This is an optimization exercise on Yosys and OpenROAD, whose aim is small area, a short achievable clock period and few clock cycles, not a production implementation.
Power figures rest on the tool's default switching activity, not on a simulated workload.

==> 09-28: inputs <==
// hid_rx
module hid_rx (
    input  wire        clk,
    input  wire        rst,
    input  wire        in_valid,
    output wire        in_ready,
    input  wire [1:0]  in_class,      
    input  wire [7:0]  in_len,
    input  wire [63:0] in_data,       
    input  wire        hs_we,
    input  wire [2:0]  hs_id,
    input  wire        hs_en,
    output reg         res_valid,
    output reg  [7:0]  res_code,
    output reg  [47:0] res_data,
    output reg         ev_valid,
    input  wire        ev_ready,
    output reg  [2:0]  ev_id,
    output reg         ev_t,
    output reg         ev_deliver,
    output wire [7:0]  kbd_lastkey,
    output reg         kbd_pressed,
    output reg  [15:0] ptr_x,
    output reg  [15:0] ptr_y,
    output reg         ptr_primary,
    output reg  [9:0]  btn_prev,
    output reg  [2:0]  drop_flags     
);
export LEC_CHECK = 0
export CAP_MARGIN = 20
export CORE_MARGIN = 2
export CORE_UTILIZATION = 60
export SETUP_SLACK_MARGIN = 2.2
export SLEW_MARGIN = 20
create_clock -name core_clock -period 4.5 [get_ports {clk}]
standard.sh (not shown) runs the stock make flow with config.mk's settings and CLKGATE_MAP_FILE= SYNTH_SCRIPT=/design/flow/synth_recipe.tcl, a recipe that flattens the netlist after the stock synthesis.
==> flow/flow/run.sh <==
#!/bin/bash
# The standard layout, with plain buf_1 cells as the port buffers
# (the resizer sizes them up where timing needs it).
set -euo pipefail
export BUFFER_PORTS_ARGS="-buffer_cell sky130_fd_sc_hd__buf_1"
bash standard.sh > standard_flow.log 2>&1
==> 06-18 (differences from 09-28) <==
--- a/flow/design.v
+++ b/flow/design.v
@@ -234,11 +234,11 @@
     output reg         ev_valid,
     input  wire        ev_ready,
     output reg  [2:0]  ev_id,
     output reg         ev_t,
     output reg         ev_deliver,
-    output wire [7:0]  kbd_lastkey,
+    output reg  [7:0]  kbd_lastkey,
     output reg         kbd_pressed,
     output reg  [15:0] ptr_x,
     output reg  [15:0] ptr_y,
     output reg         ptr_primary,
     output reg  [9:0]  btn_prev,
@@ -251,13 +251,10 @@
     localparam [7:0] D_KEY   = 8'h15;
     reg  rdy;
     assign in_ready = rdy;
     wire accept = in_valid & rdy;
     wire [7:0] b0 = in_data[7:0];
-    wire [7:0] b1 = in_data[15:8];
-    wire [7:0] b2 = in_data[23:16];
-    wire [7:0] b3 = in_data[31:24];
     wire       shift = b0[1] | b0[5];
     wire [7:0] kcode [0:5];
     wire [7:0] kval  [0:5];
     wire [5:0] krec;          
     wire [5:0] knz;           
@@ -274,12 +271,10 @@
                        krec[4] & ~krec[5],
                        krec[3] & ~|krec[5:4],
                        krec[2] & ~|krec[5:3],
                        krec[1] & ~|krec[5:2],
                        krec[0] & ~|krec[5:1]};
-    wire       kany   = |krec;
-    wire       kunrec = |(knz & ~krec);
     function hid_keyrec;
         input [7:0] c;
         begin
             case (c[6:3])
                 4'h0:    hid_keyrec = c[2];
@@ -294,83 +289,110 @@
         end
     endfunction
     wire in_short = (in_class == CLS_KBD) ? (in_len[7:3] == 5'd0) :
                     (in_class == CLS_PTR) ? ((in_len[7:2] == 6'd0) && (in_len[1:0] != 2'd3)) :
                                             (in_len[7:2] == 6'd0);
-    wire is_none = accept && (in_class == CLS_NONE);
-    wire is_kbd  = accept && (in_class == CLS_KBD) && !in_short;
-    wire is_ptr  = accept && (in_class == CLS_PTR) && !in_short;
-    wire is_gen  = accept && (in_class == CLS_GEN) && !in_short;
-    wire is_shrt = accept && (in_class != CLS_NONE) && in_short;
-    wire [9:0] gbits   = {b3[7], b3[4], b3[5], b3[6], b2[5:0]};
-    wire [7:0] changed = gbits[7:0] ^ btn_prev[7:0];
-    wire       push    = is_gen && (changed != 8'd0);
+    reg         r_v;
+    reg  [1:0]  r_cls;
+    reg         r_short;
+    reg         r_b0;        
+    reg  [7:0]  r_b1;
+    reg  [7:0]  r_b2;
+    reg  [3:0]  r_b3;        
+    reg  [47:0] r_kv;        
+    reg  [5:0]  r_sel;
+    reg  [2:0]  r_unrec;     
+    reg         r_c0z;
+    always @(posedge clk) begin
+        r_cls   <= in_class;
+        r_short <= in_short;
+        r_b0    <= b0[0];
+        r_b1    <= in_data[15:8];
+        r_b2    <= in_data[23:16];
+        r_b3    <= in_data[31:28];
+        r_kv    <= {kval[5], kval[4], kval[3], kval[2], kval[1], kval[0]};
+        r_sel   <= ksel;
+        r_unrec <= {|(knz[5:4] & ~krec[5:4]), |(knz[3:2] & ~krec[3:2]), |(knz[1:0] & ~krec[1:0])};
+        r_c0z   <= ~knz[0];
+        if (rst) begin
+            r_v    <= 1'b0;
+        end else begin
+            r_v    <= accept;
+        end
+    end
+    wire is_kbd = r_v && (r_cls == CLS_KBD) && !r_short;
+    wire is_ptr = r_v && (r_cls == CLS_PTR) && !r_short;
+    wire is_gen = r_v && (r_cls == CLS_GEN) && !r_short;
+    wire [9:0] gbits   = {r_b3[3], r_b3[0], r_b3[1], r_b3[2], r_b2[5:0]};
+    wire       r_any   = |r_sel;
+    wire       unrec   = |r_unrec;
+    wire [7:0] in_bits = {in_data[28], in_data[29], in_data[30], in_data[21:16]};
+    wire [7:0] in_prev = is_gen ? gbits[7:0] : btn_prev[7:0];
+    wire [7:0] in_chg  = in_bits ^ in_prev;
+    wire       in_push = accept && (in_class == CLS_GEN) && (in_len[7:2] != 6'd0) &&
+                         (in_chg != 8'd0);
+    reg [7:0] klast;
+    integer j;
+    always @(*) begin
+        klast = 8'd0;
+        for (j = 0; j < 6; j = j + 1)
+            klast = klast | (r_kv[8*j +: 8] & {8{r_sel[j]}});
+    end
     wire [8:0] px_lo, py_lo;
-    hid_add8 u_ax (.a(ptr_x[7:0]), .b(b1), .s(px_lo));
-    hid_add8 u_ay (.a(ptr_y[7:0]), .b(b2), .s(py_lo));
+    hid_add8 u_ax (.a(ptr_x[7:0]), .b(r_b1), .s(px_lo));
+    hid_add8 u_ay (.a(ptr_y[7:0]), .b(r_b2), .s(py_lo));
     wire [7:0] px_inc, px_dec, py_inc, py_dec;
     hid_step8 u_sx (.a(ptr_x[15:8]), .inc(px_inc), .dec(px_dec));
     hid_step8 u_sy (.a(ptr_y[15:8]), .inc(py_inc), .dec(py_dec));
-    wire [7:0] px_hi1 = b1[7] ? ptr_x[15:8] : px_inc;
-    wire [7:0] px_hi0 = b1[7] ? px_dec : ptr_x[15:8];
-    wire [7:0] py_hi1 = b2[7] ? ptr_y[15:8] : py_inc;
-    wire [7:0] py_hi0 = b2[7] ? py_dec : ptr_y[15:8];
+    wire [7:0] px_hi1 = r_b1[7] ? ptr_x[15:8] : px_inc;
+    wire [7:0] px_hi0 = r_b1[7] ? px_dec : ptr_x[15:8];
+    wire [7:0] py_hi1 = r_b2[7] ? ptr_y[15:8] : py_inc;
+    wire [7:0] py_hi0 = r_b2[7] ? py_dec : ptr_y[15:8];
     wire [7:0] px_hi = px_lo[8] ? px_hi1 : px_hi0;
     wire [7:0] py_hi = py_lo[8] ? py_hi1 : py_hi0;
-    reg  [7:0] handlers;
-    reg  [6:0] k_sel;         
-    reg  [7:0] k_last;        
-    reg [7:0] klast;
-    integer j;
-    always @(*) begin
-        klast = k_last & {8{k_sel[6]}};
-        for (j = 0; j < 6; j = j + 1)
-            klast = klast | (res_data[8*j +: 8] & {8{k_sel[j]}});
-    end
-    assign kbd_lastkey = klast;
     always @(posedge clk) begin
-        res_code <= is_none              ? D_STATE :
-                    is_shrt              ? D_SHORT :
-                    (is_kbd && kunrec)   ? D_KEY : R_OK;
-        res_data <= is_kbd ? {kval[5], kval[4], kval[3], kval[2], kval[1], kval[0]} :
-                    is_ptr ? {15'd0, b0[0], {8{b2[7]}}, b2, {8{b1[7]}}, b1} :
-                    is_gen ? {38'd0, gbits} : 48'd0;
+        res_code <= (r_cls == CLS_NONE)  ? D_STATE :
+                    r_short              ? D_SHORT :
+                    (is_kbd && unrec)  ? D_KEY : R_OK;
+        res_data <= r_short                ? 48'd0 :
+                    (r_cls == CLS_KBD)     ? r_kv :
+                    (r_cls == CLS_PTR)     ? {15'd0, r_b0, {8{r_b2[7]}}, r_b2, {8{r_b1[7]}}, r_b1} :
+                    (r_cls == CLS_GEN)     ? {38'd0, gbits} : 48'd0;
     end
+    reg [7:0] handlers;
     always @(posedge clk) begin
         if (rst) begin
             handlers    <= 8'd0;
             res_valid   <= 1'b0;
-            k_sel       <= 7'b1000000;
-            k_last      <= 8'd0;
+            kbd_lastkey <= 8'd0;
             kbd_pressed <= 1'b0;
             ptr_x       <= 16'd0;
             ptr_y       <= 16'd0;
             ptr_primary <= 1'b0;
             btn_prev    <= 10'd0;
             drop_flags  <= 3'd0;
         end else begin
             if (hs_we)
                 handlers[hs_id] <= hs_en;
-            res_valid <= accept;
-            k_last    <= klast;
-            k_sel     <= (is_kbd && kany) ? {1'b0, ksel} : 7'b1000000;
-            if (is_none)
+            res_valid <= r_v;
+            if (r_v && r_cls == CLS_NONE)
                 drop_flags[1] <= 1'b1;
-            if (is_shrt)
+            if (r_v && r_cls != CLS_NONE && r_short)
                 drop_flags[0] <= 1'b1;
             if (is_kbd) begin
-                if (!knz[0])
+                kbd_lastkey <= klast | (kbd_lastkey & {8{~r_any}});
+                if (r_c0z)
                     kbd_pressed <= 1'b0;
-                else if (kany)
+                else if (r_any)
                     kbd_pressed <= 1'b1;
-                if (kunrec)
+                if (unrec)
                     drop_flags[2] <= 1'b1;
             end
             if (is_ptr) begin
                 ptr_x       <= {px_hi, px_lo[7:0]};
                 ptr_y       <= {py_hi, py_lo[7:0]};
-                ptr_primary <= b0[0];
+                ptr_primary <= r_b0;
             end
             if (is_gen)
                 btn_prev <= gbits;
         end
     end
@@ -397,11 +419,11 @@
     wire [7:0] h_mask = ({8{q_hd[0]}} & q_mask[0]) | ({8{q_hd[1]}} & q_mask[1]) |
                         ({8{q_hd[2]}} & q_mask[2]);
     wire [7:0] h_dlv  = ({8{q_hd[0]}} & q_dlv[0]) | ({8{q_hd[1]}} & q_dlv[1]) |
                         ({8{q_hd[2]}} & q_dlv[2]);
     wire       h_one  = |(q_hd & q_one);
-    wire [2:0] q_v_n = (q_v & ~({3{pop}} & q_hd)) | ({3{push}} & q_tl);
+    wire [2:0] q_v_n = (q_v & ~({3{pop}} & q_hd)) | ({3{in_push}} & q_tl);
     function one8;
         input [7:0] m;
         integer b;
         reg seen, two;
         begin
@@ -426,11 +448,11 @@
             ev_id      <= 3'd0;
             ev_t       <= 1'b0;
             ev_deliver <= 1'b0;
         end else begin
             q_v <= q_v_n;
-            if (push) q_tl <= {q_tl[1:0], q_tl[2]};
+            if (in_push) q_tl <= {q_tl[1:0], q_tl[2]};
             if (pop)  q_hd <= {q_hd[1:0], q_hd[2]};
             rdy <= !(&q_v_n);
             if (w_take)
                 w_v <= h_v;
             if (load) begin
@@ -454,13 +476,13 @@
             w_mask <= w_rest;
             w_last <= w_two;
         end
         for (e = 0; e < 3; e = e + 1) begin
             if (q_tl[e] && !q_v[e]) begin
-                q_mask[e] <= changed;
+                q_mask[e] <= in_chg;
                 q_dlv[e]  <= handlers;
-                q_one[e]  <= one8(changed);
+                q_one[e]  <= one8(in_chg);
             end
         end
     end
 endmodule
 module hid_add8 (
CORE_UTILIZATION = 55   (was 60)
PLACE_DENSITY = 0.7   (was default)
TNS_END_PERCENT = 20   (was default)
==> 05-26 (differences from 09-28) <==
TNS_END_PERCENT = 20   (was default)
==> summary.txt <==
quantity	06-18	09-28	05-26
Outcome	complete, no violations	complete, no violations	complete, no violations
Multi-input gate share of total cell area	49.6%	53.7%	51.9%
Power Internal	4.36 mW	3.45 mW	3.80 mW
Worst path arrival time	2.87 ns	1.66 ns	1.73 ns
Peak fanout along the critical path	9	4	8
Data required, critical path	4.89 ns	3.60 ns	3.60 ns
Number of DRC markers in iteration 0	1503	2012	1584
Met3 Use GR	4.14%	4.41%	5.33%
Die Y	174 µm	159 µm	159 µm
Routability congestion estimate from global placement	0.940	1.02	1.01
Met1 layer usage reported by global route	40.8%	47.3%	47.1%
Total standard cell area after synthesis	0.0158 mm²	0.0144 mm²	0.0144 mm²
Overall routed net length	48200 µm	50000 µm	49400 µm
Initial standard-cell utilization of the core	55.5%	61.3%	61.3%
Synth unique cells	85	96	96
Post-layout min period	2.48 ns	2.56 ns	2.63 ns
Depth of the worst register-to-register path	8	9	7
Headroom to the max-slew limit	33.0%	25.3%	35.5%
#MultiIn Comb	1381	1323	1321
P_clk	2.32 mW	1.84 mW	2.27 mW
No functional check of the RTL was part of any run of this note.

-- re-timing with driven ports --
In the flow no input, the clock included, has a driving cell. The finished layouts below were timed again as built, in two steps.
Step 1 (the two cells are an assumption about what drives the block):
set clk [get_ports {clk}]
set_driving_cell -lib_cell sky130_fd_sc_hd__clkbuf_16 $clk
set_driving_cell -lib_cell sky130_fd_sc_hd__buf_2 [delete_from_list [all_inputs] $clk]
Step 2, shift: input delay + t, output delay - t, t = (earliest + latest rising clock arrival at the registers) / 2. This alone moves slack from input paths to output paths.
Slacks: no drivers / after step 1 / after step 2; pairs: no drivers / after step 1.
| run | t (ns) | setup WS [ns] | worst setup path after step 2 |
|---|---|---|---|
| 09-28 | 0.577 | 1.944 / 1.889 / 1.371 | input to register |
| 06-18 | 0.596 | 2.024 / 2.024 / 1.539 | input to register |
| 05-26 | 0.590 | 1.871 / 1.818 / 1.340 | input to register |
After both steps setup and hold are still met in every run listed. For 09-28, which loses most, drivers alone change the setup slack by -0.055 ns; drivers and shift together by -0.573 ns.
